This design comes from an exercise in tuning for small area on the open sky130 flow, not from production work. Function was not checked in any run shown here: the RTL went through the layout flow alone. Power figures rest on the tool's default switching activity, not on a simulated workload.

[config.mk]
export PLATFORM = sky130hd
export DESIGN_NAME = led_encoder
export DESIGN_NICKNAME = led_encoder
export VERILOG_FILES = /design/flow/design.v
export SDC_FILE = /design/flow/constraint.sdc
export NUM_CORES = 4
export LEC_CHECK = 0
export CAP_MARGIN = 20
export CORE_MARGIN = 2
export CORE_UTILIZATION = 40
export SLEW_MARGIN = 20
export SYNTH_HIERARCHICAL = 1
export SYNTH_MINIMUM_KEEP_SIZE = 0
[constraint.sdc]
create_clock -name core_clock -period 20.0 [get_ports {clk}]
set_input_delay 4.0000 -clock core_clock [delete_from_list [all_inputs] [get_ports {clk}]]
set_output_delay 4.0000 -clock core_clock [all_outputs]
set_load 0.01 [all_outputs]
[design.v]
module gamma_rom_r (
    input  wire [7:0] idx,
    output reg  [7:0] val
);
    always @(*) begin
        case (idx)
            8'd0: val = 8'd0;
            8'd1: val = 8'd1;
            8'd2: val = 8'd2;
            8'd3: val = 8'd3;
            8'd4: val = 8'd4;
            8'd5: val = 8'd5;
            8'd6: val = 8'd6;
            8'd7: val = 8'd7;
            8'd8: val = 8'd8;
            8'd9: val = 8'd9;
            8'd10: val = 8'd10;
            8'd11: val = 8'd11;
            8'd12: val = 8'd12;
            8'd13: val = 8'd13;
            8'd14: val = 8'd14;
            8'd15: val = 8'd15;
            8'd16: val = 8'd16;
            8'd17: val = 8'd17;
            8'd18: val = 8'd18;
            8'd19: val = 8'd19;
            8'd20: val = 8'd20;
            8'd21: val = 8'd21;
            8'd22: val = 8'd22;
            8'd23: val = 8'd23;
            8'd24: val = 8'd24;
            8'd25: val = 8'd25;
            8'd26: val = 8'd26;
            8'd27: val = 8'd27;
            8'd28: val = 8'd28;
            8'd29: val = 8'd29;
            8'd30: val = 8'd30;
            8'd31: val = 8'd31;
            8'd32: val = 8'd32;
            8'd33: val = 8'd33;
            8'd34: val = 8'd34;
            8'd35: val = 8'd35;
            8'd36: val = 8'd36;
            8'd37: val = 8'd37;
            8'd38: val = 8'd38;
            8'd39: val = 8'd39;
            8'd40: val = 8'd40;
            8'd41: val = 8'd41;
            8'd42: val = 8'd42;
            8'd43: val = 8'd43;
            8'd44: val = 8'd44;
            8'd45: val = 8'd45;
            8'd46: val = 8'd46;
            8'd47: val = 8'd47;
            8'd48: val = 8'd48;
            8'd49: val = 8'd49;
            8'd50: val = 8'd50;
            8'd51: val = 8'd51;
            8'd52: val = 8'd52;
            8'd53: val = 8'd53;
            8'd54: val = 8'd54;
            8'd55: val = 8'd55;
            8'd56: val = 8'd56;
            8'd57: val = 8'd57;
            8'd58: val = 8'd58;
            8'd59: val = 8'd59;
            8'd60: val = 8'd60;
            8'd61: val = 8'd61;
            8'd62: val = 8'd62;
            8'd63: val = 8'd63;
            8'd64: val = 8'd64;
            8'd65: val = 8'd65;
            8'd66: val = 8'd66;
            8'd67: val = 8'd67;
            8'd68: val = 8'd68;
            8'd69: val = 8'd69;
            8'd70: val = 8'd70;
            8'd71: val = 8'd71;
            8'd72: val = 8'd72;
            8'd73: val = 8'd73;
            8'd74: val = 8'd74;
            8'd75: val = 8'd75;
            8'd76: val = 8'd76;
            8'd77: val = 8'd77;
            8'd78: val = 8'd78;
            8'd79: val = 8'd79;
            8'd80: val = 8'd80;
            8'd81: val = 8'd81;
            8'd82: val = 8'd82;
            8'd83: val = 8'd83;
            8'd84: val = 8'd84;
            8'd85: val = 8'd85;
            8'd86: val = 8'd86;
            8'd87: val = 8'd87;
            8'd88: val = 8'd88;
            8'd89: val = 8'd89;
            8'd90: val = 8'd90;
            8'd91: val = 8'd91;
            8'd92: val = 8'd92;
            8'd93: val = 8'd93;
            8'd94: val = 8'd94;
            8'd95: val = 8'd95;
            8'd96: val = 8'd96;
            8'd97: val = 8'd97;
            8'd98: val = 8'd98;
            8'd99: val = 8'd99;
            8'd100: val = 8'd100;
            8'd101: val = 8'd101;
            8'd102: val = 8'd102;
            8'd103: val = 8'd103;
            8'd104: val = 8'd104;
            8'd105: val = 8'd105;
            8'd106: val = 8'd106;
            8'd107: val = 8'd107;
            8'd108: val = 8'd108;
            8'd109: val = 8'd109;
            8'd110: val = 8'd110;
            8'd111: val = 8'd111;
            8'd112: val = 8'd112;
            8'd113: val = 8'd113;
            8'd114: val = 8'd114;
            8'd115: val = 8'd115;
            8'd116: val = 8'd116;
            8'd117: val = 8'd117;
            8'd118: val = 8'd118;
            8'd119: val = 8'd119;
            8'd120: val = 8'd120;
            8'd121: val = 8'd121;
            8'd122: val = 8'd122;
            8'd123: val = 8'd123;
            8'd124: val = 8'd124;
            8'd125: val = 8'd125;
            8'd126: val = 8'd126;
            8'd127: val = 8'd127;
            8'd128: val = 8'd129;
            8'd129: val = 8'd130;
            8'd130: val = 8'd131;
            8'd131: val = 8'd132;
            8'd132: val = 8'd133;
            8'd133: val = 8'd134;
            8'd134: val = 8'd135;
            8'd135: val = 8'd136;
            8'd136: val = 8'd137;
            8'd137: val = 8'd138;
            8'd138: val = 8'd139;
            8'd139: val = 8'd140;
            8'd140: val = 8'd141;
            8'd141: val = 8'd142;
            8'd142: val = 8'd143;
            8'd143: val = 8'd144;
            8'd144: val = 8'd145;
            8'd145: val = 8'd146;
            8'd146: val = 8'd147;
            8'd147: val = 8'd148;
            8'd148: val = 8'd149;
            8'd149: val = 8'd150;
            8'd150: val = 8'd151;
            8'd151: val = 8'd152;
            8'd152: val = 8'd153;
            8'd153: val = 8'd154;
            8'd154: val = 8'd155;
            8'd155: val = 8'd156;
            8'd156: val = 8'd157;
            8'd157: val = 8'd158;
            8'd158: val = 8'd159;
            8'd159: val = 8'd160;
            8'd160: val = 8'd161;
            8'd161: val = 8'd162;
            8'd162: val = 8'd163;
            8'd163: val = 8'd164;
            8'd164: val = 8'd165;
            8'd165: val = 8'd166;
            8'd166: val = 8'd167;
            8'd167: val = 8'd168;
            8'd168: val = 8'd169;
            8'd169: val = 8'd170;
            8'd170: val = 8'd171;
            8'd171: val = 8'd172;
            8'd172: val = 8'd173;
            8'd173: val = 8'd174;
            8'd174: val = 8'd175;
            8'd175: val = 8'd176;
            8'd176: val = 8'd177;
            8'd177: val = 8'd178;
            8'd178: val = 8'd179;
            8'd179: val = 8'd180;
            8'd180: val = 8'd181;
            8'd181: val = 8'd182;
            8'd182: val = 8'd183;
            8'd183: val = 8'd184;
            8'd184: val = 8'd185;
            8'd185: val = 8'd186;
            8'd186: val = 8'd187;
            8'd187: val = 8'd188;
            8'd188: val = 8'd189;
            8'd189: val = 8'd190;
            8'd190: val = 8'd191;
            8'd191: val = 8'd192;
            8'd192: val = 8'd193;
            8'd193: val = 8'd194;
            8'd194: val = 8'd195;
            8'd195: val = 8'd196;
            8'd196: val = 8'd197;
            8'd197: val = 8'd198;
            8'd198: val = 8'd199;
            8'd199: val = 8'd200;
            8'd200: val = 8'd201;
            8'd201: val = 8'd202;
            8'd202: val = 8'd203;
            8'd203: val = 8'd204;
            8'd204: val = 8'd205;
            8'd205: val = 8'd206;
            8'd206: val = 8'd207;
            8'd207: val = 8'd208;
            8'd208: val = 8'd209;
            8'd209: val = 8'd210;
            8'd210: val = 8'd211;
            8'd211: val = 8'd212;
            8'd212: val = 8'd213;
            8'd213: val = 8'd214;
            8'd214: val = 8'd215;
            8'd215: val = 8'd216;
            8'd216: val = 8'd217;
            8'd217: val = 8'd218;
            8'd218: val = 8'd219;
            8'd219: val = 8'd220;
            8'd220: val = 8'd221;
            8'd221: val = 8'd222;
            8'd222: val = 8'd223;
            8'd223: val = 8'd224;
            8'd224: val = 8'd225;
            8'd225: val = 8'd226;
            8'd226: val = 8'd227;
            8'd227: val = 8'd228;
            8'd228: val = 8'd229;
            8'd229: val = 8'd230;
            8'd230: val = 8'd231;
            8'd231: val = 8'd232;
            8'd232: val = 8'd233;
            8'd233: val = 8'd234;
            8'd234: val = 8'd235;
            8'd235: val = 8'd236;
            8'd236: val = 8'd237;
            8'd237: val = 8'd238;
            8'd238: val = 8'd239;
            8'd239: val = 8'd240;
            8'd240: val = 8'd241;
            8'd241: val = 8'd242;
            8'd242: val = 8'd243;
            8'd243: val = 8'd244;
            8'd244: val = 8'd245;
            8'd245: val = 8'd246;
            8'd246: val = 8'd247;
            8'd247: val = 8'd248;
            8'd248: val = 8'd249;
            8'd249: val = 8'd250;
            8'd250: val = 8'd251;
            8'd251: val = 8'd252;
            8'd252: val = 8'd253;
            8'd253: val = 8'd254;
            8'd254: val = 8'd255;
            8'd255: val = 8'd255;
            default: val = 8'd0;
        endcase
    end
endmodule
module gamma_rom_g (
    input  wire [7:0] idx,
    output reg  [7:0] val
);
    always @(*) begin
        case (idx)
            8'd0: val = 8'd0;
            8'd1: val = 8'd0;
            8'd2: val = 8'd0;
            8'd3: val = 8'd1;
            8'd4: val = 8'd1;
            8'd5: val = 8'd2;
            8'd6: val = 8'd2;
            8'd7: val = 8'd2;
            8'd8: val = 8'd3;
            8'd9: val = 8'd3;
            8'd10: val = 8'd4;
            8'd11: val = 8'd4;
            8'd12: val = 8'd5;
            8'd13: val = 8'd5;
            8'd14: val = 8'd6;
            8'd15: val = 8'd6;
            8'd16: val = 8'd7;
            8'd17: val = 8'd8;
            8'd18: val = 8'd8;
            8'd19: val = 8'd9;
            8'd20: val = 8'd9;
            8'd21: val = 8'd10;
            8'd22: val = 8'd11;
            8'd23: val = 8'd11;
            8'd24: val = 8'd12;
            8'd25: val = 8'd13;
            8'd26: val = 8'd13;
            8'd27: val = 8'd14;
            8'd28: val = 8'd14;
            8'd29: val = 8'd15;
            8'd30: val = 8'd16;
            8'd31: val = 8'd17;
            8'd32: val = 8'd17;
            8'd33: val = 8'd18;
            8'd34: val = 8'd19;
            8'd35: val = 8'd19;
            8'd36: val = 8'd20;
            8'd37: val = 8'd21;
            8'd38: val = 8'd22;
            8'd39: val = 8'd22;
            8'd40: val = 8'd23;
            8'd41: val = 8'd24;
            8'd42: val = 8'd25;
            8'd43: val = 8'd25;
            8'd44: val = 8'd26;
            8'd45: val = 8'd27;
            8'd46: val = 8'd28;
            8'd47: val = 8'd28;
            8'd48: val = 8'd29;
            8'd49: val = 8'd30;
            8'd50: val = 8'd31;
            8'd51: val = 8'd32;
            8'd52: val = 8'd32;
            8'd53: val = 8'd33;
            8'd54: val = 8'd34;
            8'd55: val = 8'd35;
            8'd56: val = 8'd36;
            8'd57: val = 8'd37;
            8'd58: val = 8'd37;
            8'd59: val = 8'd38;
            8'd60: val = 8'd39;
            8'd61: val = 8'd40;
            8'd62: val = 8'd41;
            8'd63: val = 8'd42;
            8'd64: val = 8'd42;
            8'd65: val = 8'd43;
            8'd66: val = 8'd44;
            8'd67: val = 8'd45;
            8'd68: val = 8'd46;
            8'd69: val = 8'd47;
            8'd70: val = 8'd48;
            8'd71: val = 8'd49;
            8'd72: val = 8'd49;
            8'd73: val = 8'd50;
            8'd74: val = 8'd51;
            8'd75: val = 8'd52;
            8'd76: val = 8'd53;
            8'd77: val = 8'd54;
            8'd78: val = 8'd55;
            8'd79: val = 8'd56;
            8'd80: val = 8'd57;
            8'd81: val = 8'd58;
            8'd82: val = 8'd59;
            8'd83: val = 8'd60;
            8'd84: val = 8'd60;
            8'd85: val = 8'd61;
            8'd86: val = 8'd62;
            8'd87: val = 8'd63;
            8'd88: val = 8'd64;
            8'd89: val = 8'd65;
            8'd90: val = 8'd66;
            8'd91: val = 8'd67;
            8'd92: val = 8'd68;
            8'd93: val = 8'd69;
            8'd94: val = 8'd70;
            8'd95: val = 8'd71;
            8'd96: val = 8'd72;
            8'd97: val = 8'd73;
            8'd98: val = 8'd74;
            8'd99: val = 8'd75;
            8'd100: val = 8'd76;
            8'd101: val = 8'd77;
            8'd102: val = 8'd78;
            8'd103: val = 8'd79;
            8'd104: val = 8'd80;
            8'd105: val = 8'd81;
            8'd106: val = 8'd82;
            8'd107: val = 8'd83;
            8'd108: val = 8'd84;
            8'd109: val = 8'd85;
            8'd110: val = 8'd86;
            8'd111: val = 8'd87;
            8'd112: val = 8'd88;
            8'd113: val = 8'd89;
            8'd114: val = 8'd90;
            8'd115: val = 8'd91;
            8'd116: val = 8'd92;
            8'd117: val = 8'd93;
            8'd118: val = 8'd94;
            8'd119: val = 8'd95;
            8'd120: val = 8'd96;
            8'd121: val = 8'd97;
            8'd122: val = 8'd98;
            8'd123: val = 8'd99;
            8'd124: val = 8'd100;
            8'd125: val = 8'd101;
            8'd126: val = 8'd102;
            8'd127: val = 8'd103;
            8'd128: val = 8'd104;
            8'd129: val = 8'd106;
            8'd130: val = 8'd107;
            8'd131: val = 8'd108;
            8'd132: val = 8'd109;
            8'd133: val = 8'd110;
            8'd134: val = 8'd111;
            8'd135: val = 8'd112;
            8'd136: val = 8'd113;
            8'd137: val = 8'd114;
            8'd138: val = 8'd115;
            8'd139: val = 8'd116;
            8'd140: val = 8'd117;
            8'd141: val = 8'd119;
            8'd142: val = 8'd120;
            8'd143: val = 8'd121;
            8'd144: val = 8'd122;
            8'd145: val = 8'd123;
            8'd146: val = 8'd124;
            8'd147: val = 8'd125;
            8'd148: val = 8'd126;
            8'd149: val = 8'd127;
            8'd150: val = 8'd128;
            8'd151: val = 8'd130;
            8'd152: val = 8'd131;
            8'd153: val = 8'd132;
            8'd154: val = 8'd133;
            8'd155: val = 8'd134;
            8'd156: val = 8'd135;
            8'd157: val = 8'd136;
            8'd158: val = 8'd137;
            8'd159: val = 8'd139;
            8'd160: val = 8'd140;
            8'd161: val = 8'd141;
            8'd162: val = 8'd142;
            8'd163: val = 8'd143;
            8'd164: val = 8'd144;
            8'd165: val = 8'd145;
            8'd166: val = 8'd147;
            8'd167: val = 8'd148;
            8'd168: val = 8'd149;
            8'd169: val = 8'd150;
            8'd170: val = 8'd151;
            8'd171: val = 8'd152;
            8'd172: val = 8'd153;
            8'd173: val = 8'd155;
            8'd174: val = 8'd156;
            8'd175: val = 8'd157;
            8'd176: val = 8'd158;
            8'd177: val = 8'd159;
            8'd178: val = 8'd160;
            8'd179: val = 8'd162;
            8'd180: val = 8'd163;
            8'd181: val = 8'd164;
            8'd182: val = 8'd165;
            8'd183: val = 8'd166;
            8'd184: val = 8'd167;
            8'd185: val = 8'd169;
            8'd186: val = 8'd170;
            8'd187: val = 8'd171;
            8'd188: val = 8'd172;
            8'd189: val = 8'd173;
            8'd190: val = 8'd175;
            8'd191: val = 8'd176;
            8'd192: val = 8'd177;
            8'd193: val = 8'd178;
            8'd194: val = 8'd179;
            8'd195: val = 8'd181;
            8'd196: val = 8'd182;
            8'd197: val = 8'd183;
            8'd198: val = 8'd184;
            8'd199: val = 8'd185;
            8'd200: val = 8'd187;
            8'd201: val = 8'd188;
            8'd202: val = 8'd189;
            8'd203: val = 8'd190;
            8'd204: val = 8'd192;
            8'd205: val = 8'd193;
            8'd206: val = 8'd194;
            8'd207: val = 8'd195;
            8'd208: val = 8'd196;
            8'd209: val = 8'd198;
            8'd210: val = 8'd199;
            8'd211: val = 8'd200;
            8'd212: val = 8'd201;
            8'd213: val = 8'd203;
            8'd214: val = 8'd204;
            8'd215: val = 8'd205;
            8'd216: val = 8'd206;
            8'd217: val = 8'd208;
            8'd218: val = 8'd209;
            8'd219: val = 8'd210;
            8'd220: val = 8'd211;
            8'd221: val = 8'd213;
            8'd222: val = 8'd214;
            8'd223: val = 8'd215;
            8'd224: val = 8'd216;
            8'd225: val = 8'd218;
            8'd226: val = 8'd219;
            8'd227: val = 8'd220;
            8'd228: val = 8'd221;
            8'd229: val = 8'd223;
            8'd230: val = 8'd224;
            8'd231: val = 8'd225;
            8'd232: val = 8'd226;
            8'd233: val = 8'd228;
            8'd234: val = 8'd229;
            8'd235: val = 8'd230;
            8'd236: val = 8'd231;
            8'd237: val = 8'd233;
            8'd238: val = 8'd234;
            8'd239: val = 8'd235;
            8'd240: val = 8'd237;
            8'd241: val = 8'd238;
            8'd242: val = 8'd239;
            8'd243: val = 8'd240;
            8'd244: val = 8'd242;
            8'd245: val = 8'd243;
            8'd246: val = 8'd244;
            8'd247: val = 8'd246;
            8'd248: val = 8'd247;
            8'd249: val = 8'd248;
            8'd250: val = 8'd249;
            8'd251: val = 8'd251;
            8'd252: val = 8'd252;
            8'd253: val = 8'd253;
            8'd254: val = 8'd255;
            8'd255: val = 8'd255;
            default: val = 8'd0;
        endcase
    end
endmodule
module gamma_rom_b (
    input  wire [7:0] idx,
    output reg  [7:0] val
);
    always @(*) begin
        case (idx)
            8'd0: val = 8'd0;
            8'd1: val = 8'd0;
            8'd2: val = 8'd0;
            8'd3: val = 8'd0;
            8'd4: val = 8'd0;
            8'd5: val = 8'd0;
            8'd6: val = 8'd1;
            8'd7: val = 8'd1;
            8'd8: val = 8'd1;
            8'd9: val = 8'd1;
            8'd10: val = 8'd1;
            8'd11: val = 8'd2;
            8'd12: val = 8'd2;
            8'd13: val = 8'd2;
            8'd14: val = 8'd2;
            8'd15: val = 8'd3;
            8'd16: val = 8'd3;
            8'd17: val = 8'd3;
            8'd18: val = 8'd4;
            8'd19: val = 8'd4;
            8'd20: val = 8'd4;
            8'd21: val = 8'd5;
            8'd22: val = 8'd5;
            8'd23: val = 8'd5;
            8'd24: val = 8'd6;
            8'd25: val = 8'd6;
            8'd26: val = 8'd7;
            8'd27: val = 8'd7;
            8'd28: val = 8'd7;
            8'd29: val = 8'd8;
            8'd30: val = 8'd8;
            8'd31: val = 8'd9;
            8'd32: val = 8'd9;
            8'd33: val = 8'd10;
            8'd34: val = 8'd10;
            8'd35: val = 8'd11;
            8'd36: val = 8'd11;
            8'd37: val = 8'd12;
            8'd38: val = 8'd12;
            8'd39: val = 8'd13;
            8'd40: val = 8'd13;
            8'd41: val = 8'd14;
            8'd42: val = 8'd14;
            8'd43: val = 8'd15;
            8'd44: val = 8'd15;
            8'd45: val = 8'd16;
            8'd46: val = 8'd17;
            8'd47: val = 8'd17;
            8'd48: val = 8'd18;
            8'd49: val = 8'd18;
            8'd50: val = 8'd19;
            8'd51: val = 8'd19;
            8'd52: val = 8'd20;
            8'd53: val = 8'd21;
            8'd54: val = 8'd21;
            8'd55: val = 8'd22;
            8'd56: val = 8'd23;
            8'd57: val = 8'd23;
            8'd58: val = 8'd24;
            8'd59: val = 8'd25;
            8'd60: val = 8'd25;
            8'd61: val = 8'd26;
            8'd62: val = 8'd27;
            8'd63: val = 8'd27;
            8'd64: val = 8'd28;
            8'd65: val = 8'd29;
            8'd66: val = 8'd29;
            8'd67: val = 8'd30;
            8'd68: val = 8'd31;
            8'd69: val = 8'd32;
            8'd70: val = 8'd32;
            8'd71: val = 8'd33;
            8'd72: val = 8'd34;
            8'd73: val = 8'd35;
            8'd74: val = 8'd35;
            8'd75: val = 8'd36;
            8'd76: val = 8'd37;
            8'd77: val = 8'd38;
            8'd78: val = 8'd38;
            8'd79: val = 8'd39;
            8'd80: val = 8'd40;
            8'd81: val = 8'd41;
            8'd82: val = 8'd42;
            8'd83: val = 8'd42;
            8'd84: val = 8'd43;
            8'd85: val = 8'd44;
            8'd86: val = 8'd45;
            8'd87: val = 8'd46;
            8'd88: val = 8'd47;
            8'd89: val = 8'd48;
            8'd90: val = 8'd48;
            8'd91: val = 8'd49;
            8'd92: val = 8'd50;
            8'd93: val = 8'd51;
            8'd94: val = 8'd52;
            8'd95: val = 8'd53;
            8'd96: val = 8'd54;
            8'd97: val = 8'd55;
            8'd98: val = 8'd55;
            8'd99: val = 8'd56;
            8'd100: val = 8'd57;
            8'd101: val = 8'd58;
            8'd102: val = 8'd59;
            8'd103: val = 8'd60;
            8'd104: val = 8'd61;
            8'd105: val = 8'd62;
            8'd106: val = 8'd63;
            8'd107: val = 8'd64;
            8'd108: val = 8'd65;
            8'd109: val = 8'd66;
            8'd110: val = 8'd67;
            8'd111: val = 8'd68;
            8'd112: val = 8'd69;
            8'd113: val = 8'd70;
            8'd114: val = 8'd71;
            8'd115: val = 8'd72;
            8'd116: val = 8'd73;
            8'd117: val = 8'd74;
            8'd118: val = 8'd75;
            8'd119: val = 8'd76;
            8'd120: val = 8'd77;
            8'd121: val = 8'd78;
            8'd122: val = 8'd79;
            8'd123: val = 8'd80;
            8'd124: val = 8'd81;
            8'd125: val = 8'd82;
            8'd126: val = 8'd83;
            8'd127: val = 8'd84;
            8'd128: val = 8'd85;
            8'd129: val = 8'd86;
            8'd130: val = 8'd87;
            8'd131: val = 8'd88;
            8'd132: val = 8'd89;
            8'd133: val = 8'd90;
            8'd134: val = 8'd91;
            8'd135: val = 8'd93;
            8'd136: val = 8'd94;
            8'd137: val = 8'd95;
            8'd138: val = 8'd96;
            8'd139: val = 8'd97;
            8'd140: val = 8'd98;
            8'd141: val = 8'd99;
            8'd142: val = 8'd100;
            8'd143: val = 8'd101;
            8'd144: val = 8'd103;
            8'd145: val = 8'd104;
            8'd146: val = 8'd105;
            8'd147: val = 8'd106;
            8'd148: val = 8'd107;
            8'd149: val = 8'd108;
            8'd150: val = 8'd110;
            8'd151: val = 8'd111;
            8'd152: val = 8'd112;
            8'd153: val = 8'd113;
            8'd154: val = 8'd114;
            8'd155: val = 8'd115;
            8'd156: val = 8'd117;
            8'd157: val = 8'd118;
            8'd158: val = 8'd119;
            8'd159: val = 8'd120;
            8'd160: val = 8'd121;
            8'd161: val = 8'd123;
            8'd162: val = 8'd124;
            8'd163: val = 8'd125;
            8'd164: val = 8'd126;
            8'd165: val = 8'd128;
            8'd166: val = 8'd129;
            8'd167: val = 8'd130;
            8'd168: val = 8'd131;
            8'd169: val = 8'd133;
            8'd170: val = 8'd134;
            8'd171: val = 8'd135;
            8'd172: val = 8'd136;
            8'd173: val = 8'd138;
            8'd174: val = 8'd139;
            8'd175: val = 8'd140;
            8'd176: val = 8'd141;
            8'd177: val = 8'd143;
            8'd178: val = 8'd144;
            8'd179: val = 8'd145;
            8'd180: val = 8'd147;
            8'd181: val = 8'd148;
            8'd182: val = 8'd149;
            8'd183: val = 8'd151;
            8'd184: val = 8'd152;
            8'd185: val = 8'd153;
            8'd186: val = 8'd155;
            8'd187: val = 8'd156;
            8'd188: val = 8'd157;
            8'd189: val = 8'd159;
            8'd190: val = 8'd160;
            8'd191: val = 8'd161;
            8'd192: val = 8'd163;
            8'd193: val = 8'd164;
            8'd194: val = 8'd165;
            8'd195: val = 8'd167;
            8'd196: val = 8'd168;
            8'd197: val = 8'd169;
            8'd198: val = 8'd171;
            8'd199: val = 8'd172;
            8'd200: val = 8'd174;
            8'd201: val = 8'd175;
            8'd202: val = 8'd176;
            8'd203: val = 8'd178;
            8'd204: val = 8'd179;
            8'd205: val = 8'd181;
            8'd206: val = 8'd182;
            8'd207: val = 8'd183;
            8'd208: val = 8'd185;
            8'd209: val = 8'd186;
            8'd210: val = 8'd188;
            8'd211: val = 8'd189;
            8'd212: val = 8'd191;
            8'd213: val = 8'd192;
            8'd214: val = 8'd193;
            8'd215: val = 8'd195;
            8'd216: val = 8'd196;
            8'd217: val = 8'd198;
            8'd218: val = 8'd199;
            8'd219: val = 8'd201;
            8'd220: val = 8'd202;
            8'd221: val = 8'd204;
            8'd222: val = 8'd205;
            8'd223: val = 8'd207;
            8'd224: val = 8'd208;
            8'd225: val = 8'd210;
            8'd226: val = 8'd211;
            8'd227: val = 8'd213;
            8'd228: val = 8'd214;
            8'd229: val = 8'd216;
            8'd230: val = 8'd217;
            8'd231: val = 8'd219;
            8'd232: val = 8'd220;
            8'd233: val = 8'd222;
            8'd234: val = 8'd223;
            8'd235: val = 8'd225;
            8'd236: val = 8'd226;
            8'd237: val = 8'd228;
            8'd238: val = 8'd229;
            8'd239: val = 8'd231;
            8'd240: val = 8'd232;
            8'd241: val = 8'd234;
            8'd242: val = 8'd235;
            8'd243: val = 8'd237;
            8'd244: val = 8'd239;
            8'd245: val = 8'd240;
            8'd246: val = 8'd242;
            8'd247: val = 8'd243;
            8'd248: val = 8'd245;
            8'd249: val = 8'd246;
            8'd250: val = 8'd248;
            8'd251: val = 8'd250;
            8'd252: val = 8'd251;
            8'd253: val = 8'd253;
            8'd254: val = 8'd254;
            8'd255: val = 8'd255;
            default: val = 8'd0;
        endcase
    end
endmodule
module led_encoder (
    input  wire       clk,
    input  wire       rst,         
    input  wire       wr_en,       
    input  wire [5:0] wr_idx,
    input  wire       wr_gamma,    
    input  wire [7:0] wr_r,
    input  wire [7:0] wr_g,
    input  wire [7:0] wr_b,
    input  wire       update,      
    output wire       ready,       
    output wire       line_en,     
    output wire       line         
);
    localparam integer L = 64;
    wire [7:0] gam_r, gam_g, gam_b;
    gamma_rom_r u_gam_r (.idx(wr_r), .val(gam_r));
    gamma_rom_g u_gam_g (.idx(wr_g), .val(gam_g));
    gamma_rom_b u_gam_b (.idx(wr_b), .val(gam_b));
    wire [23:0] wdata = wr_gamma ? {gam_g, gam_r, gam_b} : {wr_g, wr_r, wr_b};
    reg        in_flight;
    reg  [5:0] phase;       
    reg  [2:0] bit_cnt;     
    reg  [4:0] byte_cnt;    
    reg  [6:0] grp;         
    assign ready   = ~in_flight;
    assign line_en = in_flight;
    wire last_bit  = (bit_cnt == 3'd7);
    wire last_byte = (byte_cnt == 5'd23);
    wire last_grp  = (grp == 7'd66);
    always @(posedge clk) begin
        if (rst) begin
            in_flight <= 1'b0;
            phase     <= 6'd0;
        end else begin
            phase <= phase + 6'd1;
            if (!in_flight) begin
                if (update)
                    in_flight <= 1'b1;
            end else if (last_bit && last_byte && last_grp) begin
                in_flight <= 1'b0;
            end
        end
    end
    always @(posedge clk) begin
        if (!in_flight) begin
            bit_cnt  <= 3'd0;
            byte_cnt <= 5'd0;
            grp      <= 7'd0;
        end else begin
            bit_cnt <= bit_cnt + 3'd1;
            if (last_bit) begin
                if (last_byte) begin
                    byte_cnt <= 5'd0;
                    grp      <= grp + 7'd1;
                end else begin
                    byte_cnt <= byte_cnt + 5'd1;
                end
            end
        end
    end
    reg  [24*L-1:0] rd;        
    reg  [L-1:0] rf;           
    wire       wr_ok = wr_en & ~in_flight;
    wire [5:0] wpos  = wr_idx + phase;
    wire [23:0] wdata_n = ~wdata;
    genvar p;
    generate
        for (p = 0; p < L; p = p + 1) begin : g_ring
            localparam integer N = (p + 1) % L;
            wire        sel = wr_ok & (wpos == p);
            wire [23:0] src = (p % 2 == 0) ? wdata : wdata_n;
            wire [23:0] nxt;
            ring_stage u_st (.q(rd[24*p +: 24]), .sel(sel), .seln(~sel), .d(src), .y(nxt));
            always @(posedge clk) begin
                rd[24*N +: 24] <= nxt;
                rf[N] <= ~rst & (sel | rf[p]);
            end
        end
    endgenerate
    reg  [23:0] cap;
    reg         cap_f;
    reg  [23:0] cur;
    reg         cur_f;
    wire [5:0] cap_pos = grp[5:0] + phase;
    always @(posedge clk) begin
        if (in_flight && cap_pos == 6'd0) begin
            cap   <= rd[23:0];
            cap_f <= rf[0];
        end
    end
    always @(posedge clk) begin
        if (rst || !in_flight) begin
            cur_f <= 1'b0;
        end else if (last_bit && last_byte) begin
            cur   <= cap;
            cur_f <= cap_f & ~grp[6];
        end
    end
    wire cur_bit = cur[5'd23 - byte_cnt];
    reg  sym_bit;
    always @(*) begin
        case (bit_cnt)
            3'd0, 3'd1, 3'd2: sym_bit = 1'b1;
            3'd3, 3'd4:       sym_bit = cur_bit;
            default:          sym_bit = 1'b0;
        endcase
    end
    assign line = cur_f & sym_bit;
endmodule
module ring_stage (
    input  wire [23:0] q,
    input  wire        sel,
    input  wire        seln,
    input  wire [23:0] d,
    output wire [23:0] y
);
    assign y = ~((q | {24{sel}}) & (d | {24{seln}}));
endmodule
[run.sh]
#!/bin/bash
# synth_recipe.tcl (not shown) runs the flow's synth.tcl, then flattens the netlist and writes it again
# the make line also repeats each setting of config.mk as NAME=value (left out here)
make -C /OpenROAD-flow-scripts/flow DESIGN_CONFIG=/design/flow/config.mk WORK_HOME=/design/flow/orfs CLKGATE_MAP_FILE= SYNTH_SCRIPT=/design/flow/synth_recipe.tcl finish
==> qor.tcl, run 1 <==
set qor(syn_avg_cell_area_um2) 11.7
set qor(p_int_w) 0.00663
set qor(worstSkewPairLatency_ns) 0.78
set qor(setup.reg_to_reg.worst_slack_ns) 15.76
set qor(synth.top_cells.by_area) {sky130_fd_sc_hd__dfxtp_1 (60%), sky130_fd_sc_hd__o22ai_1 (18%), sky130_fd_sc_hd__buf_6 (5.6%)}
set qor(rsz0062_at_grt) {false}
set qor(drc) 0
set qor(timing_max_transition_violations_final) 0
set qor(ys_seq_elements) 1672
set qor(cts_setup_buffers) 0
set qor(leading_cell_types_in_the_layout_fill_and_taps_excluded) {sky130_fd_sc_hd__dfxtp_1 (1623), sky130_fd_sc_hd__o22ai_1 (1538), sky130_fd_sc_hd__clkbuf_16 (156)}
set qor(routed_wirelength_um) 157000
set qor(end_kind) {flip-flop}
set qor(design.die.area_um2) 138000
set qor(diodes) 0
set qor(postCtsResizedCells) 0
set qor(power_w) 0.00885
set qor(hp-start) {rd[620]}
set qor(die_width_um) 372
set qor(placeableCoreArea_um2) 134000
set qor(wl_per_cell_um) 24.3
set qor(finalHoldViolCount) 0
set qor(cts.clk_slew.worst_paths_ns) 0.06
set qor(min_path_type) {reg2reg}
set qor(port-buffer-count) 37
set qor(timing_worst_slew_pin_value_ns) 1.16
set qor(grt_usage) 0.222
set qor(power.share.sequential) 0.536
set qor(cp_slowest_stage_delay_ns) 1.02
set qor(netSwitchingFraction) 0.250
set qor(start_of_the_worst_register_to_register_path) {phase[0]}
set qor(sum_of_negative_setup_slack_ns) 0
set qor(postCtsHoldBufs) 0
set qor(die_span_y_um) 372
set qor(syn_area_um2) 54100
set qor(leakage_power_figure_nw) 21.7
set qor(clock_tree.htree_level_count) 4
set qor(via_count_of_the_first_global_routing_pass) 37700
set qor(fillers) 12400
set qor(fin_skew_ns) 0.0278
set qor(power_switching_w) 0.00221
set qor(yosysTopAreaCellShare) 0.600
set qor(drv_cap) 0
set qor(layout-drive-gt1-share) 0.118
set qor(grt.overflow.total) 0
set qor(design.portCount) 38
set qor(tritoncts_num_sinks) 1672
set qor(gpl.final_weighted_congestion) 0.878
set qor(num_vias) 38800
set qor(area_added_between_synthesis_and_finish_pct) 10.5
set qor(cpMaxStageDelayCell) {sky130_fd_sc_hd__clkdlybuf4s50_1}
set qor(layout.nets) 4671
set qor(ys_seq_area_frac) 0.628
set qor(worstPathMaxFanout) 33
set qor(r2r_cells) 6
set qor(period_needed_ns) 7.94
set qor(fmax_mhz) 126
set qor(r2r-end) {rd[345]}
set qor(floorplan.rows) 134
set qor(cts_buffers) 156
set qor(tritoncts) {done}
set qor(dpl.hpwl_um) 90100
set qor(final-setup-viol-count) 0
set qor(yosysTopAreaCell) {sky130_fd_sc_hd__dfxtp_1}
set qor(post-route-period-util) 0.397
set qor(start_kind) {input pin}
set qor(result_of_the_run) {complete, no violations}
set qor(clock-root-buffer) {sky130_fd_sc_hd__clkbuf_16}
set qor(number_of_detailed_routing_iterations_run_before_antenna_repair) 5
set qor(initialDrtViolationCount) 3331
set qor(hold_end) {rd[644]}
set qor(comb_power_share) 0.126
set qor(yosysWarnings) 10
set qor(global_route_wire_length_before_repair_um) 239000
set qor(data_required_time_of_the_worst_path_ns) 20.58
set qor(ir_worst_vdd_uv) 85.0
set qor(hold-path-cell-count) 1
set qor(postSynth.asyncResetShare) 0
set qor(data_arrival_time_of_the_critical_path_ns) 8.52
set qor(postSynthCellCount) 4640
set qor(final_common_cell) {sky130_fd_sc_hd__dfxtp_1}
set qor(worst_setup_slack_after_layout_ns) 12.06
set qor(initial_utilization) 0.404
set qor(power.share.clock) 0.337
set qor(synth_edf_count) 49
set qor(avgViaCountPerCell) 5.99
set qor(syn-num-nets) 4724
set qor(timing.max_slew.rel_slack) 0.226
set qor(worstPathCellList) {clkdlybuf4s50_1 > inv_1 > ha_1 > nor2_1 > a211oi_1 > a2111oi_0 > a2111o_1 > a32oi_1 > mux2i_4 > buf_4 > inv_2 > o22ai_1}
set qor(primary_flip_flop_cell_chosen_by_synthesis_mapping) {sky130_fd_sc_hd__dfxtp_1}
set qor(number_of_antenna_violations_at_the_first_check_in_global_routing) 1
set qor(clock_tree.buffer_depth) 3
set qor(antenna_violating_nets_post_route) 0
set qor(crit_type) {in2reg}
set qor(pin_count_of_the_biggest_net_entering_global_routing) 89
set qor(yosysUniqueCellTypes) 94
set qor(power_density_nw_per_um2) 148
set qor(dpl_worst_slack_ns) 11.32
==> registers in the layout, indices dropped and copies added, names as in the netlist <==
register,cells
cur,24
cap_f,1
cap,24
rd,1536
cur_f,1
rf,64
bit_cnt,3
in_flight,1
phase,6
grp,7
byte_cnt,5
==> Yosys stat by module, one instance, submodules excluded <==
| module | flip-flops and latches | copies in the design | area (um2) |
|---|---|---|---|
| gamma_rom_b | 0 | 1 | 1790 |
| led_encoder | 1672 | 1 | 37400 |
| gamma_rom_r | 0 | 1 | 224 |
| ring_stage | 0 | 64 | 201 |
| gamma_rom_g | 0 | 1 | 1800 |
==> cells by family after synthesis <==
logic type                 synth area share
muxes                                0.0123
buffers and inverters                0.0731
DFF                                   0.628
xor gates and xnor gates            0.00483
adders and majority gates            0.0116
AOI/OAI and AO/OA                     0.229
and+or+nand+nor                      0.0419
==> how the worst max path moves through the flow <==
stage,from,cells after the start,endpoint
after CTS,wr_b[2],13,rd[794]
after global placement,wr_b[2],13,rd[410]
after floorplan,wr_g[0],12,rd[1003]
final,wr_g[1],12,rd[329]
after global routing,wr_b[2],13,rd[746]
after detailed placement,wr_b[2],13,rd[794]
==> power groups by stage <==
stage / combinational, W / sequential (W) / clock (W)
6_report: 0.00112 / 0.00474 / 0.00299
5_1_grt: 0.00121 / 0.00482 / 0.00315
4_1_cts: 0.00110 / 0.00473 / 0.00301
3_5_place_dp: 0.00109 / 0.00479 / 0
3_3_place_gp: 0.00107 / 0.00479 / 0
2_1_floorplan: 0.000800 / 0.00467 / 0
==> critical path, delay by kind of cell <==
kind	cells	cell delay (ns)
adder cells (fa/ha/maj)	1	0.58
buffers and inverters	4	2.26
AND/OR/NAND/NOR	1	0.18
multiplexers	1	0.15
AO/OA/AOI/OAI	5	1.26
==> final cells by class <==
type / count / area (um2) / share of cell area
Clock buffer: 228 / 4570 / 0.0765
Clock inverter: 51 / 639 / 0.0107
Inverter: 125 / 472 / 0.00789
Multi-Input combinational cell: 2470 / 16700 / 0.279
Sequential cell: 1672 / 34000 / 0.568
Tap cell: 1768 / 2210 / 0.0370
Timing Repair Buffer: 162 / 1280 / 0.0214
==> Yosys cell counts (12+ instances only) <==
master and n:
sky130_fd_sc_hd__and2_1 14, sky130_fd_sc_hd__buf_6 267, sky130_fd_sc_hd__inv_1 121, sky130_fd_sc_hd__buf_2 41, sky130_fd_sc_hd__a31oi_1 15, sky130_fd_sc_hd__nor2b_1 28, sky130_fd_sc_hd__nor3_1 44, sky130_fd_sc_hd__mux2i_1 48
sky130_fd_sc_hd__a211oi_1 19, sky130_fd_sc_hd__nor2_1 116, sky130_fd_sc_hd__dfxtp_1 1623, sky130_fd_sc_hd__o22ai_2 64, sky130_fd_sc_hd__o22ai_1 1538, sky130_fd_sc_hd__o21ai_0 40, sky130_fd_sc_hd__nand3_1 31, sky130_fd_sc_hd__ha_1 47
sky130_fd_sc_hd__xor2_1 12, sky130_fd_sc_hd__nand2_1 124, sky130_fd_sc_hd__nand2b_1 29, sky130_fd_sc_hd__clkbuf_1 50, sky130_fd_sc_hd__o211ai_1 20, sky130_fd_sc_hd__a21oi_1 62, sky130_fd_sc_hd__edfxtp_1 49, sky130_fd_sc_hd__or4_1 12
sky130_fd_sc_hd__xnor2_1 16
==> routing by layer <==
metal	GRT usage	vias to the layer above	wire, um
met4	0.0696	0	4040
met5	0	-	0
met2	0.355	1359	72300
met3	0.0319	250	8920
li1	-	17700	-
met1	0.308	19500	72200
==> per-stage QoR <==
step	cell area [um2]	hold slack, ns	cells	util
2_1_floorplan	54100	0.399	4640	-
3_3_place_gp	54600	0.400	6197	0.408
3_5_place_dp	54600	0.405	6197	0.408
4_1_cts	59800	0.398	6476	0.447
5_1_grt	59800	0.413	6476	0.447
6_report	59800	0.401	6476	0.447
==> run 2, diff against run 1 <==
--- a/design.v
+++ b/design.v
@@ -810,108 +810,61 @@
     output wire       line_en,     
     output wire       line         
 );
-    localparam integer L = 64;
+    localparam integer L      = 64;               
+    localparam integer P      = 1;                
+    localparam integer Q      = 2;                
+    localparam integer S      = (L + P + Q) * 24;  
+    localparam [7:0]   SYM1   = 8'hF8;            
+    localparam [7:0]   SYM0   = 8'hE0;            
     wire [7:0] gam_r, gam_g, gam_b;
     gamma_rom_r u_gam_r (.idx(wr_r), .val(gam_r));
     gamma_rom_g u_gam_g (.idx(wr_g), .val(gam_g));
     gamma_rom_b u_gam_b (.idx(wr_b), .val(gam_b));
-    wire [23:0] wdata = wr_gamma ? {gam_g, gam_r, gam_b} : {wr_g, wr_r, wr_b};
-    reg        in_flight;
-    reg  [5:0] phase;       
-    reg  [2:0] bit_cnt;     
-    reg  [4:0] byte_cnt;    
-    reg  [6:0] grp;         
-    assign ready   = ~in_flight;
-    assign line_en = in_flight;
-    wire last_bit  = (bit_cnt == 3'd7);
-    wire last_byte = (byte_cnt == 5'd23);
-    wire last_grp  = (grp == 7'd66);
+    wire [7:0] col_r = wr_gamma ? gam_r : wr_r;
+    wire [7:0] col_g = wr_gamma ? gam_g : wr_g;
+    wire [7:0] col_b = wr_gamma ? gam_b : wr_b;
+    reg         in_flight;             
+    reg  [10:0] cursor;                
+    reg  [2:0]  bit_cnt;               
+    reg  [23:0] led_buf [0:L-1];       
+    reg  [L-1:0] led_written;          
+    assign ready = ~in_flight;
     always @(posedge clk) begin
         if (rst) begin
-            in_flight <= 1'b0;
-            phase     <= 6'd0;
-        end else begin
-            phase <= phase + 6'd1;
-            if (!in_flight) begin
-                if (update)
-                    in_flight <= 1'b1;
-            end else if (last_bit && last_byte && last_grp) begin
-                in_flight <= 1'b0;
+            in_flight   <= 1'b0;
+            cursor      <= 11'd0;
+            bit_cnt     <= 3'd0;
+            led_written <= {L{1'b0}};
+        end else if (!in_flight) begin
+            if (wr_en) begin
+                led_buf[wr_idx]     <= {col_g, col_r, col_b};
+                led_written[wr_idx] <= 1'b1;
+            end
+            if (update) begin
+                in_flight <= 1'b1;
+                cursor    <= 11'd0;
+                bit_cnt   <= 3'd0;
             end
-        end
-    end
-    always @(posedge clk) begin
-        if (!in_flight) begin
-            bit_cnt  <= 3'd0;
-            byte_cnt <= 5'd0;
-            grp      <= 7'd0;
         end else begin
             bit_cnt <= bit_cnt + 3'd1;
-            if (last_bit) begin
-                if (last_byte) begin
-                    byte_cnt <= 5'd0;
-                    grp      <= grp + 7'd1;
+            if (bit_cnt == 3'd7) begin
+                if (cursor == S - 1) begin
+                    in_flight <= 1'b0;
+                    cursor    <= 11'd0;
                 end else begin
-                    byte_cnt <= byte_cnt + 5'd1;
+                    cursor <= cursor + 11'd1;
                 end
             end
         end
     end
-    reg  [24*L-1:0] rd;        
-    reg  [L-1:0] rf;           
-    wire       wr_ok = wr_en & ~in_flight;
-    wire [5:0] wpos  = wr_idx + phase;
-    wire [23:0] wdata_n = ~wdata;
-    genvar p;
-    generate
-        for (p = 0; p < L; p = p + 1) begin : g_ring
-            localparam integer N = (p + 1) % L;
-            wire        sel = wr_ok & (wpos == p);
-            wire [23:0] src = (p % 2 == 0) ? wdata : wdata_n;
-            wire [23:0] nxt;
-            ring_stage u_st (.q(rd[24*p +: 24]), .sel(sel), .seln(~sel), .d(src), .y(nxt));
-            always @(posedge clk) begin
-                rd[24*N +: 24] <= nxt;
-                rf[N] <= ~rst & (sel | rf[p]);
-            end
-        end
-    endgenerate
-    reg  [23:0] cap;
-    reg         cap_f;
-    reg  [23:0] cur;
-    reg         cur_f;
-    wire [5:0] cap_pos = grp[5:0] + phase;
-    always @(posedge clk) begin
-        if (in_flight && cap_pos == 6'd0) begin
-            cap   <= rd[23:0];
-            cap_f <= rf[0];
-        end
-    end
-    always @(posedge clk) begin
-        if (rst || !in_flight) begin
-            cur_f <= 1'b0;
-        end else if (last_bit && last_byte) begin
-            cur   <= cap;
-            cur_f <= cap_f & ~grp[6];
-        end
-    end
-    wire cur_bit = cur[5'd23 - byte_cnt];
-    reg  sym_bit;
-    always @(*) begin
-        case (bit_cnt)
-            3'd0, 3'd1, 3'd2: sym_bit = 1'b1;
-            3'd3, 3'd4:       sym_bit = cur_bit;
-            default:          sym_bit = 1'b0;
-        endcase
-    end
-    assign line = cur_f & sym_bit;
-endmodule
-module ring_stage (
-    input  wire [23:0] q,
-    input  wire        sel,
-    input  wire        seln,
-    input  wire [23:0] d,
-    output wire [23:0] y
-);
-    assign y = ~((q | {24{sel}}) & (d | {24{seln}}));
+    wire        in_data  = (cursor >= 24 * P) && (cursor < 24 * (P + L));
+    wire [10:0] data_off = cursor - 24 * P;
+    wire [10:0] led_idx  = data_off / 24;
+    wire [4:0]  led_bit  = data_off % 24;      
+    wire [23:0] cur_col  = led_buf[led_idx[5:0]];
+    wire        cur_wr   = led_written[led_idx[5:0]];
+    wire        col_bit  = cur_col[23 - led_bit];
+    wire [7:0]  cur_byte = (in_data && cur_wr) ? (col_bit ? SYM1 : SYM0) : 8'h00;
+    assign line_en = in_flight;
+    assign line    = in_flight & cur_byte[7 - bit_cnt];
 endmodule
--- a/config.mk
+++ b/config.mk
@@ -9,5 +9,3 @@
 export CORE_MARGIN = 2
 export CORE_UTILIZATION = 40
 export SLEW_MARGIN = 20
-export SYNTH_HIERARCHICAL = 1
-export SYNTH_MINIMUM_KEEP_SIZE = 0
==> qor.tcl, run 2 <==
set qor(cp_slowest_stage_delay_ns) 0.94 ;# was 1.02 ns
set qor(timing.max_slew.rel_slack) 0.193 ;# was 0.226
set qor(number_of_antenna_violations_at_the_first_check_in_global_routing) 6 ;# was 1
set qor(yosysTopAreaCell) {sky130_fd_sc_hd__edfxtp_1} ;# was sky130_fd_sc_hd__dfxtp_1
set qor(yosysMostFrequentCell) {sky130_fd_sc_hd__edfxtp_1} ;# was sky130_fd_sc_hd__dfxtp_1
set qor(placeableCoreArea_um2) 169000 ;# was 134000 um2
set qor(initialDrtViolationCount) 5963 ;# was 3331
set qor(fin_skew_ns) 0.0291 ;# was 0.0278 ns
set qor(min_path_type) {reg2reg} ;# unchanged
set qor(result_of_the_run) {complete, no violations} ;# unchanged
set qor(dpl_worst_slack_ns) 5.74 ;# was 11.32 ns
set qor(wl_per_cell_um) 26.7 ;# was 24.3 um
set qor(yosysWarnings) 4 ;# was 10
set qor(postCtsResizedCells) 0 ;# unchanged
set qor(drc) 0 ;# unchanged
set qor(cts_setup_buffers) 0 ;# unchanged
set qor(data_arrival_time_of_the_critical_path_ns) 11.37 ;# was 8.52 ns
set qor(crit_type) {reg2out} ;# was in2reg
set qor(end_kind) {primary output} ;# was flip-flop
set qor(syn_area_um2) 68200 ;# was 54100 um2
set qor(ir_worst_vdd_uv) 91.9 ;# was 85.0 uV
set qor(number_of_detailed_routing_iterations_run_before_antenna_repair) 8 ;# was 5
set qor(port-buffer-count) 37 ;# unchanged
set qor(avgViaCountPerCell) 5.97 ;# was 5.99
set qor(drv_cap) 0 ;# unchanged
set qor(design.portCount) 38 ;# unchanged
set qor(area_added_between_synthesis_and_finish_pct) 12.0 ;# was 10.5%
set qor(timing_worst_slew_pin_value_ns) 1.21 ;# was 1.16 ns
set qor(worstPathMaxFanout) 176 ;# was 33
set qor(start_kind) {flip-flop} ;# was input pin
set qor(postSynthCellCount) 5392 ;# was 4640
set qor(tritoncts) {done} ;# unchanged
set qor(layout-drive-gt1-share) 0.0984 ;# was 0.118
set qor(fmax_mhz) 65.1 ;# was 126 MHz
set qor(ys_seq_area_frac) 0.699 ;# was 0.628
set qor(cts_buffers) 160 ;# was 156
set qor(power_density_nw_per_um2) 89.2 ;# was 148 nW/um2
set qor(worst_setup_slack_after_layout_ns) 4.63 ;# was 12.06 ns
set qor(gpl.final_weighted_congestion) 0.924 ;# was 0.878
set qor(pin_count_of_the_biggest_net_entering_global_routing) 194 ;# was 89
set qor(fillers) 15000 ;# was 12400
set qor(grt.overflow.total) 0 ;# unchanged
set qor(clock_tree.htree_level_count) 4 ;# unchanged
set qor(period_needed_ns) 15.37 ;# was 7.94 ns
set qor(die_span_y_um) 417 ;# was 372 um
set qor(yosysTopAreaCellShare) 0.676 ;# was 0.600
set qor(synth.cells.most_frequent) {sky130_fd_sc_hd__edfxtp_1 (1536), sky130_fd_sc_hd__nand2_1 (1209), sky130_fd_sc_hd__nand3_1 (350)} ;# was sky130_fd_sc_hd__dfxtp_1 (1623), sky130_fd_sc_hd__o22ai_1 (1538), sky130_fd_sc_hd__buf_6 (267)
set qor(layout_top_registers) {led_buf (1536), led_written (64), cursor (11)} ;# was rd (1536), rf (64)
set qor(syn_avg_cell_area_um2) 12.6 ;# was 11.7 um2
set qor(floorplan.rows) 151 ;# was 134
set qor(ys_seq_elements) 1615 ;# was 1672
set qor(sum_of_negative_setup_slack_ns) 0 ;# unchanged
set qor(antenna_violating_nets_post_route) 0 ;# unchanged
set qor(design.die.area_um2) 174000 ;# was 138000 um2
set qor(via_count_of_the_first_global_routing_pass) 42500 ;# was 37700
set qor(data_required_time_of_the_worst_path_ns) 16.00 ;# was 20.58 ns
set qor(cts.clk_slew.worst_paths_ns) 0.06 ;# about the same
set qor(largest_register_ff_count) 1536 ;# unchanged
set qor(postSynth.asyncResetShare) 0 ;# unchanged
set qor(final-setup-viol-count) 0 ;# unchanged
set qor(grt_usage) 0.232 ;# was 0.222
set qor(initial_utilization) 0.402 ;# was 0.404
set qor(postCtsHoldBufs) 0 ;# unchanged
set qor(tritoncts_num_sinks) 1615 ;# was 1672
set qor(synth_edf_count) 1536 ;# was 49
set qor(dpl.hpwl_um) 117000 ;# was 90100 um
set qor(clock-root-buffer) {sky130_fd_sc_hd__clkbuf_16} ;# unchanged
set qor(primary_flip_flop_cell_chosen_by_synthesis_mapping) {sky130_fd_sc_hd__edfxtp_1} ;# was sky130_fd_sc_hd__dfxtp_1
set qor(layout.core_utilization) 0.451 ;# was 0.447
set qor(power_w) 0.00682 ;# was 0.00885 W
set qor(rsz0062_at_grt) {false} ;# unchanged
set qor(syn-num-nets) 5466 ;# was 4724
set qor(synth.top_cells.by_area) {sky130_fd_sc_hd__edfxtp_1 (68%), sky130_fd_sc_hd__nand2_1 (6.7%), sky130_fd_sc_hd__mux2i_1 (3.3%)} ;# was sky130_fd_sc_hd__dfxtp_1 (60%), sky130_fd_sc_hd__o22ai_1 (18%), sky130_fd_sc_hd__buf_6 (5.6%)
set qor(leakage_power_figure_nw) 24.4 ;# was 21.7 nW
set qor(routed_wirelength_um) 206000 ;# was 157000 um
set qor(clock_tree.buffer_depth) 3 ;# unchanged
set qor(regMostFlops) {led_buf} ;# was rd
set qor(final_common_cell) {sky130_fd_sc_hd__edfxtp_1} ;# was sky130_fd_sc_hd__dfxtp_1
set qor(die_width_um) 417 ;# was 372 um
set qor(cpMaxStageDelayCell) {sky130_fd_sc_hd__a2111oi_2} ;# was sky130_fd_sc_hd__clkdlybuf4s50_1
set qor(timing_max_transition_violations_final) 0 ;# unchanged
set qor(worstSkewPairLatency_ns) 0.80 ;# was 0.78 ns
set qor(leading_cell_types_in_the_layout_fill_and_taps_excluded) {sky130_fd_sc_hd__edfxtp_1 (1536), sky130_fd_sc_hd__nand2_1 (1205), sky130_fd_sc_hd__nand3_1 (349)} ;# was sky130_fd_sc_hd__dfxtp_1 (1623), sky130_fd_sc_hd__o22ai_1 (1538), sky130_fd_sc_hd__clkbuf_16 (156)
set qor(num_vias) 46200 ;# was 38800
set qor(post-route-period-util) 0.769 ;# was 0.397
set qor(finalHoldViolCount) 0 ;# unchanged
set qor(yosysUniqueCellTypes) 89 ;# was 94
set qor(layout.nets) 5481 ;# was 4671
set qor(global_route_wire_length_before_repair_um) 298000 ;# was 239000 um
run 2: cell types whose count changed in the layout (fill, tap and decap cells not counted), moves of 188 or more:
cell                       change
sky130_fd_sc_hd__nand3_1     +318
sky130_fd_sc_hd__a21oi_1     +188
sky130_fd_sc_hd__nand2_1    +1081
sky130_fd_sc_hd__mux2i_1     +197
sky130_fd_sc_hd__o22ai_1    -1487
sky130_fd_sc_hd__dfxtp_1    -1544
sky130_fd_sc_hd__edfxtp_1   +1487
run 2: where the power goes:
group          internal, W  switching, W  leakage [nW]
clock network      0.00157       0.00126          2.36
registers          0.00375    0.00000244          14.5
logic            0.0000483      0.000184          7.56
run 2: logic make-up (layout without fill, tap and decap cells):
family | count (synthesis) | count (layout) | synth area share
AOI/OAI and AO/OA | 926 | 926 | 0.0905
and+or+nand+nor | 2160 | 2160 | 0.137
buffers and inverters | 386 | 514 | 0.0258
adders and majority gates | 39 | 39 | 0.00715
DFF | 1615 | 1615 | 0.699
other | 0 | 1 | 0
xor gates and xnor gates | 24 | 24 | 0.00308
muxes | 242 | 242 | 0.0374
run 2: per-stage QoR:
stage / hold WS, ns / cells / instance area, um2
2_1_floorplan: 0.437 / 5392 / 68200
3_3_place_gp: 0.447 / 7461 / 71500
3_5_place_dp: 0.454 / 7463 / 71600
4_1_cts: 0.469 / 7738 / 76400
5_1_grt: 0.479 / 7738 / 76400
6_report: 0.463 / 7739 / 76400
run 2: layout make-up:
class,instances,area (um2),area share
sequential,1615,47700,0.624
tap,2218,2780,0.0363
inverter,42,158,0.00206
clock buffer,190,4160,0.0544
clock inverter,85,666,0.00871
antenna,1,2.50,0.0000328
timing repair buffer,197,1600,0.0210
multi-input combinational,3391,19300,0.253
run 2: final timing paths:
kind	startpoint	slack (ns)	end	depth (start not counted)
min	led_written[59]	0.46	led_written[59]	2
max	cursor[3]	4.63	line	26
min reg2reg	led_written[59]	0.46	led_written[59]	2
max reg2reg	in_flight	15.80	led_buf[34][1]	6
run 2: critical path, delay by kind of cell (launching register included):
kind	cells	cell delay, ns
and+or+nand+nor	9	2.57
buffers and inverters	5	2.68
adders and majority gates	2	0.71
DFF	1	0.52
AOI/OAI and AO/OA	10	3.80
run 2: per-layer routing:
layer | vias up | share of wire | GRT usage
met5 | - | 0.00013 | 0
met4 | 4 | 0.036 | 0.0824
met3 | 368 | 0.098 | 0.0434
met2 | 2342 | 0.45 | 0.355
met1 | 23200 | 0.41 | 0.331
li1 | 20300 | - | -

-- port drivers added, routing unchanged --
In the flow no input, the clock included, has a driving cell. The finished layouts below were timed again as built, in two steps.
Step 1 (the two cells are an assumption about what drives the block):
set clk [get_ports {clk}]
set_driving_cell -lib_cell sky130_fd_sc_hd__clkbuf_16 $clk
set_driving_cell -lib_cell sky130_fd_sc_hd__buf_2 [delete_from_list [all_inputs] $clk]
Step 2, shift: input delay + t, output delay - t, t = (earliest + latest rising clock arrival at the registers) / 2. This alone moves slack from input paths to output paths.
Three values: ideal ports, drivers, drivers and shift; two values: the first two.
run	t (ns)	setup slack, ns	worst setup path after step 2	clock arrival spread, ns
run 1	0.835	12.055 / 12.106 / 11.271	input to register	0.033 / 0.033
run 2	0.875	4.628 / 4.547 / 5.422	register to output	0.036 / 0.035
After both steps setup and hold are still met in every run listed. For run 1, which loses most, drivers alone change the setup slack by +0.051 ns; drivers and shift together by -0.784 ns.
